What follows belongs to an exercise in optimizing a design on an open flow for small area; a production flow would make more cautious choices. Power and IR drop assume default switching activity.

v8:
==> flow/design.v <==
module crc16_ccitt_table (
  input  wire [15:0] crc,
  input  wire        bit_in,
  input  wire        seed,
  output wire [15:0] val
);
  wire fb = !seed && (crc[15] ^ bit_in);
  assign val = {crc[14:12], crc[11] ^ fb, crc[10:5], crc[4] ^ fb, crc[3:0], seed | fb};
endmodule
module track_formatter (
  input  wire        clk,
  input  wire        rst,
  input  wire        cmd_valid,
  input  wire [7:0]  cmd_sc,
  input  wire [7:0]  cmd_n,
  input  wire [7:0]  cmd_fill,
  input  wire        wprot,
  input  wire        stop,
  input  wire        mfm,
  input  wire [7:0]  gap,
  input  wire [7:0]  gap2,
  input  wire [7:0]  sid_c,
  input  wire [7:0]  sid_h,
  input  wire [7:0]  sid_r,
  input  wire [7:0]  sid_n,
  input  wire        poll,
  input  wire        index,
  input  wire        phys_ok,
  output wire        busy,
  output reg         wr_valid,
  output reg         wr_bit,
  output wire        id_req,
  output reg         done,
  output wire [3:0]  done_code
);
  localparam [1:0] S_IDLE = 2'b00;
  localparam [1:0] S_SNF  = 2'b01;
  localparam [1:0] S_SPIN = 2'b10;
  localparam [1:0] S_FMT  = 2'b11;
  localparam [3:0] PH_GAP0      = 4'd0;
  localparam [3:0] PH_SYNC      = 4'd1;
  localparam [3:0] PH_IAM       = 4'd2;
  localparam [3:0] PH_GAP1      = 4'd3;
  localparam [3:0] PH_ID_SYNC   = 4'd4;
  localparam [3:0] PH_IDAM      = 4'd5;
  localparam [3:0] PH_ID        = 4'd6;
  localparam [3:0] PH_ID_CRC    = 4'd7;
  localparam [3:0] PH_GAP2      = 4'd8;
  localparam [3:0] PH_DATA_SYNC = 4'd9;
  localparam [3:0] PH_DATAAM    = 4'd10;
  localparam [3:0] PH_DATA      = 4'd11;
  localparam [3:0] PH_DATA_CRC  = 4'd12;
  localparam [3:0] PH_GAP3      = 4'd13;
  localparam [3:0] PH_GAP4      = 4'd15;
  reg [1:0]  state;
  reg        ic;             
  reg [7:0]  rem;            
  reg [3:0]  fmt_n;
  reg [7:0]  fmt_fill;
  reg [3:0]  phase;
  reg [7:0]  count;          
  reg [3:0]  bitpos;         
  reg [31:0] id;             
  reg [15:0] crc;
  reg        code_wp;        
  reg        code_nf;        
  assign busy      = state[1];
  assign done_code = {code_nf, code_wp, code_wp, ~code_wp};
  wire fmt = (state == S_FMT);
  wire n_ok   = (cmd_n[7:4] == 4'd0) && !(cmd_n[3] && cmd_n[2:0] != 3'd0);
  wire accept = cmd_valid && !busy && n_ok;
  wire wr     = fmt && poll && !stop;           
  wire [2:0] k = bitpos[3:1];                   
  wire premark = mfm && (count[1:0] != 2'd3);   
  reg d;
  reg miss;
  always @(*) begin
    d    = 1'b0;
    miss = 1'b0;
    case (phase)
      PH_SYNC, PH_ID_SYNC, PH_DATA_SYNC: d = 1'b0;
      PH_IAM: begin
        if (premark) begin
          d    = 8'hC2 >> (3'd7 - k);
          miss = (k == 3'd4);
        end else begin
          d    = 8'hFC >> (3'd7 - k);
          miss = !mfm && (k == 3'd2 || k == 3'd4);
        end
      end
      PH_IDAM, PH_DATAAM: begin
        if (premark) begin
          d    = 8'hA1 >> (3'd7 - k);
          miss = (k == 3'd5);
        end else begin
          d    = ((phase == PH_IDAM) ? 8'hFE : 8'hFB) >> (3'd7 - k);
          miss = !mfm && (k == 3'd2 || k == 3'd3 || k == 3'd4);
        end
      end
      PH_ID:                  d = id[{~count[1:0], ~k}];
      PH_DATA:                d = fmt_fill[~k];
      PH_ID_CRC, PH_DATA_CRC: d = crc[15];
      default:                d = mfm ? (8'h4E >> (3'd7 - k)) : 1'b1;
    endcase
  end
  wire cbit = bitpos[0] ? d : (!miss && (mfm ? !(wr_bit || d) : 1'b1));
  wire seedph = (phase == PH_ID_SYNC) || (phase == PH_DATA_SYNC);
  wire [15:0] crc_step;
  crc16_ccitt_table u_crc (.crc(crc), .bit_in(d), .seed(seedph), .val(crc_step));
  wire [12:0] pos_inc = {1'b0, count, bitpos} + {12'd0, wr};
  wire [7:0]  cnt1    = pos_inc[11:4];           
  wire [7:0]  hi_inc  = {1'b0, id[6:0]} + {7'd0, pos_inc[12]};
  reg         lenbit;
  always @(*) begin
    case (fmt_n)
      4'd0: lenbit = cnt1[7];
      4'd1: lenbit = hi_inc[0];
      4'd2: lenbit = hi_inc[1];
      4'd3: lenbit = hi_inc[2];
      4'd4: lenbit = hi_inc[3];
      4'd5: lenbit = hi_inc[4];
      4'd6: lenbit = hi_inc[5];
      4'd7: lenbit = hi_inc[6];
      default: lenbit = hi_inc[7];
    endcase
  end
  reg pend;
  always @(*) begin
    case (phase)
      PH_GAP0:                           pend = cnt1[6:0] == (mfm ? 7'd80 : 7'd40);
      PH_SYNC, PH_ID_SYNC, PH_DATA_SYNC: pend = cnt1[3:0] == (mfm ? 4'd12 : 4'd6);
      PH_IAM, PH_IDAM, PH_DATAAM:        pend = cnt1[2:0] == (mfm ? 3'd4 : 3'd1);
      PH_GAP1:                           pend = cnt1[5:0] == (mfm ? 6'd50 : 6'd26);
      PH_ID:                             pend = cnt1[2:0] == 3'd4;
      PH_ID_CRC, PH_DATA_CRC:            pend = cnt1[1:0] == 2'd2;
      PH_GAP2:                           pend = cnt1[7:0] == gap2;
      PH_GAP3:                           pend = cnt1[7:0] == gap;
      PH_DATA:                           pend = lenbit;
      default:                           pend = 1'b0;
    endcase
  end
  wire sec_start = (phase == PH_GAP1) || (phase == PH_GAP3) ||
                   (phase == PH_DATA_CRC && gap == 8'd0);
  reg [3:0] ph_next;
  always @(*) begin
    if (sec_start)
      ph_next = (rem != 8'd0) ? PH_ID_SYNC : PH_GAP4;
    else if (phase == PH_ID_CRC && gap2 == 8'd0)
      ph_next = PH_DATA_SYNC;
    else
      ph_next = phase + 4'd1;
  end
  wire step   = wr && (bitpos == 4'd15) && pend;
  wire id_pos = (phase == PH_ID_SYNC) && (count[3:0] == 4'd0) && (bitpos[3:1] == 3'd0);
  wire load_id = wr && id_pos && !bitpos[0];
  assign id_req = wr_valid && id_pos && bitpos[0];
  always @(posedge clk) begin
    if (!busy) begin
      rem      <= cmd_sc;
      fmt_n    <= cmd_n[3:0];
      fmt_fill <= cmd_fill;
    end else begin
      rem      <= rem - {7'd0, step && sec_start};
    end
    bitpos <= fmt ? pos_inc[3:0] : 4'd0;
    count  <= (fmt && !step) ? pos_inc[11:4] : 8'd0;
    if (!fmt)
      phase <= PH_GAP0;
    else if (step)
      phase <= ph_next;
    if (load_id)
      id <= {sid_c, sid_h, sid_r, sid_n};
    else if (phase == PH_DATAAM)
      id[6:0] <= 7'd0;
    else if (phase == PH_DATA)
      id[6:0] <= hi_inc[6:0];
    if (wr && bitpos[0])
      crc <= crc_step;
    if (!fmt)
      wr_bit <= 1'b0;
    else if (wr)
      wr_bit <= cbit;
    if (accept)
      ic <= 1'b0;
    else if (poll && index)
      ic <= 1'b1;
    code_wp <= accept && wprot;
    code_nf <= !(fmt && phys_ok);
    if (rst) begin
      state    <= S_IDLE;
      wr_valid <= 1'b0;
      done     <= 1'b0;
    end else begin
      wr_valid <= wr;
      done     <= 1'b0;
      if (stop) begin
        state <= S_IDLE;
      end else if (accept) begin
        if (wprot) begin
          done  <= 1'b1;
          state <= S_IDLE;
        end else begin
          state <= phys_ok ? S_SPIN : S_SNF;
        end
      end else if (poll) begin
        case (state)
          S_SNF: if (index && ic) begin
            done <= 1'b1; state <= S_IDLE;
          end
          S_SPIN: if (!phys_ok) begin
            done <= 1'b1; state <= S_IDLE;
          end else if (index && ic) begin
            state <= S_FMT;
          end
          S_FMT: if (!phys_ok || index) begin
            done <= 1'b1; state <= S_IDLE;
          end
          default: ;
        endcase
      end
    end
  end
endmodule
export LEC_CHECK = 0
export CAP_MARGIN = 20
export CORE_MARGIN = 2
export CORE_UTILIZATION = 30
export PLACE_DENSITY = 0.45
export SLEW_MARGIN = 20
create_clock -name core_clock -period 30.0 [get_ports {clk}]
standard.sh (not shown) runs the stock make flow with config.mk's settings and CLKGATE_MAP_FILE= SYNTH_SCRIPT=/design/flow/synth_recipe.tcl, a recipe that flattens the netlist after the stock synthesis.
==> flow/flow/run.sh <==
#!/bin/bash
# The standard ORFS layout (the standard.sh), with these changes:
#  - synthesis maps the logic with ABC script flow/abc_area.script (an area-oriented
#    script) instead of ORFS's speed script, and leaves adders to ABC instead of mapping
#    them to adder cells first; everything else in synthesis is unchanged;
#  - every port still gets a buffer, of the smallest buffer cell;
#  - clock tree synthesis uses small clock buffers and no dummy loads.
# Each tool's full output goes to the ORFS logs under orfs/logs; make's own output goes to
# standard_flow.log.
set -euo pipefail
W=$(pwd)
ABC_SCRIPT=$W/flow/abc_area.script
# ORFS's synth.tcl with only the ABC script changed
sed "s#log_cmd abc {\*}\$abc_args#log_cmd abc -script $ABC_SCRIPT {*}[lrange \$abc_args 2 end]#" \
  "$FLOW_HOME/scripts/synth.tcl" > "$W/own_synth_body.tcl"
grep -q "log_cmd abc -script $ABC_SCRIPT" "$W/own_synth_body.tcl"
sed "s#source \$::env(SCRIPTS_DIR)/synth.tcl#source $W/own_synth_body.tcl#" synth_recipe.tcl > "$W/own_synth.tcl"
grep -q "own_synth_body.tcl" "$W/own_synth.tcl"
sed "s#$W/synth_recipe.tcl#$W/own_synth.tcl#" standard.sh > "$W/own_standard.sh"
grep -q "own_synth.tcl" "$W/own_standard.sh"
export ADDER_MAP_FILE=
export BUFFER_PORTS_ARGS="-buffer_cell sky130_fd_sc_hd__buf_1"
export CTS_ARGS="-sink_clustering_enable -repair_clock_nets -dont_use_dummy_load -buf_list sky130_fd_sc_hd__clkbuf_16 -root_buf sky130_fd_sc_hd__clkbuf_16"
bash "$W/own_standard.sh" > standard_flow.log 2>&1
==> flow/flow/abc_area.script <==
strash
&get -n
&deepsyn -T 10
&put
dch -f
amap
strash
dch -f
amap
topo
dnsize -c
The following lists how v21 was set up differently from v8:
Settings: CORE_UTILIZATION now 60, was 30; PLACE_DENSITY now 0.7, was 0.45.
--- a/flow/flow/run.sh
+++ b/flow/flow/run.sh
@@ -21,4 +21,4 @@
 export ADDER_MAP_FILE=
 export BUFFER_PORTS_ARGS="-buffer_cell sky130_fd_sc_hd__buf_1"
-export CTS_ARGS="-sink_clustering_enable -repair_clock_nets -dont_use_dummy_load -buf_list sky130_fd_sc_hd__clkbuf_16 -root_buf sky130_fd_sc_hd__clkbuf_16"
+export CTS_ARGS="-sink_clustering_enable -repair_clock_nets -dont_use_dummy_load -sink_clustering_size 10 -sink_clustering_max_diameter 60 -buf_list sky130_fd_sc_hd__clkbuf_4 -root_buf sky130_fd_sc_hd__clkbuf_8"
 bash "$W/own_standard.sh" > standard_flow.log 2>&1
==> notes.md <==
- Headroom to the max-slew limit: v21 better than v8
- Looking at sequential share of layout area across v8 and v21, the one that comes out higher is v21.
- Per the comparison of v21 with v8, power shows a reduction of 13%; proportion of total power due to net switching shows no meaningful change.
- Switching power total: v21 vs v8 down 6.3 uW
- Height of the chip: v8 and v21 compared, higher one is v8
- On relative contribution of combinational cells to total power: v21 sits above v8.
- Mean routed wirelength per cell (lower): v21
Function was not checked in any run of this note: the RTL went through the layout flow alone.

[port drivers added, routing unchanged]
Ports are ideal in the flow. The routed layouts listed here were re-timed in OpenROAD. Step 1 (the two cells are an assumption about what drives the block):
set clk [get_ports {clk}]
set_driving_cell -lib_cell sky130_fd_sc_hd__clkbuf_16 $clk
set_driving_cell -lib_cell sky130_fd_sc_hd__buf_2 [delete_from_list [all_inputs] $clk]
Step 2, shift: input delay + t, output delay - t, t = (earliest + latest rising clock arrival at the registers) / 2. This alone moves slack from input paths to output paths. a / b / c = no drivers / after step 1 / after step 2; a / b = the first two.
run	t, ns	slack for setup (ns)	hold WS [ns]	worst setup path after step 2
v8	0.378	17.377 / 17.393 / 17.016	0.410 / 0.410 / 0.410	input to register
v21	0.382	17.327 / 17.339 / 16.957	0.406 / 0.406 / 0.406	input to register
After both steps setup and hold are still met in every run listed. For v21, which loses most, drivers alone change the setup slack by +0.012 ns; drivers and shift together by -0.370 ns.
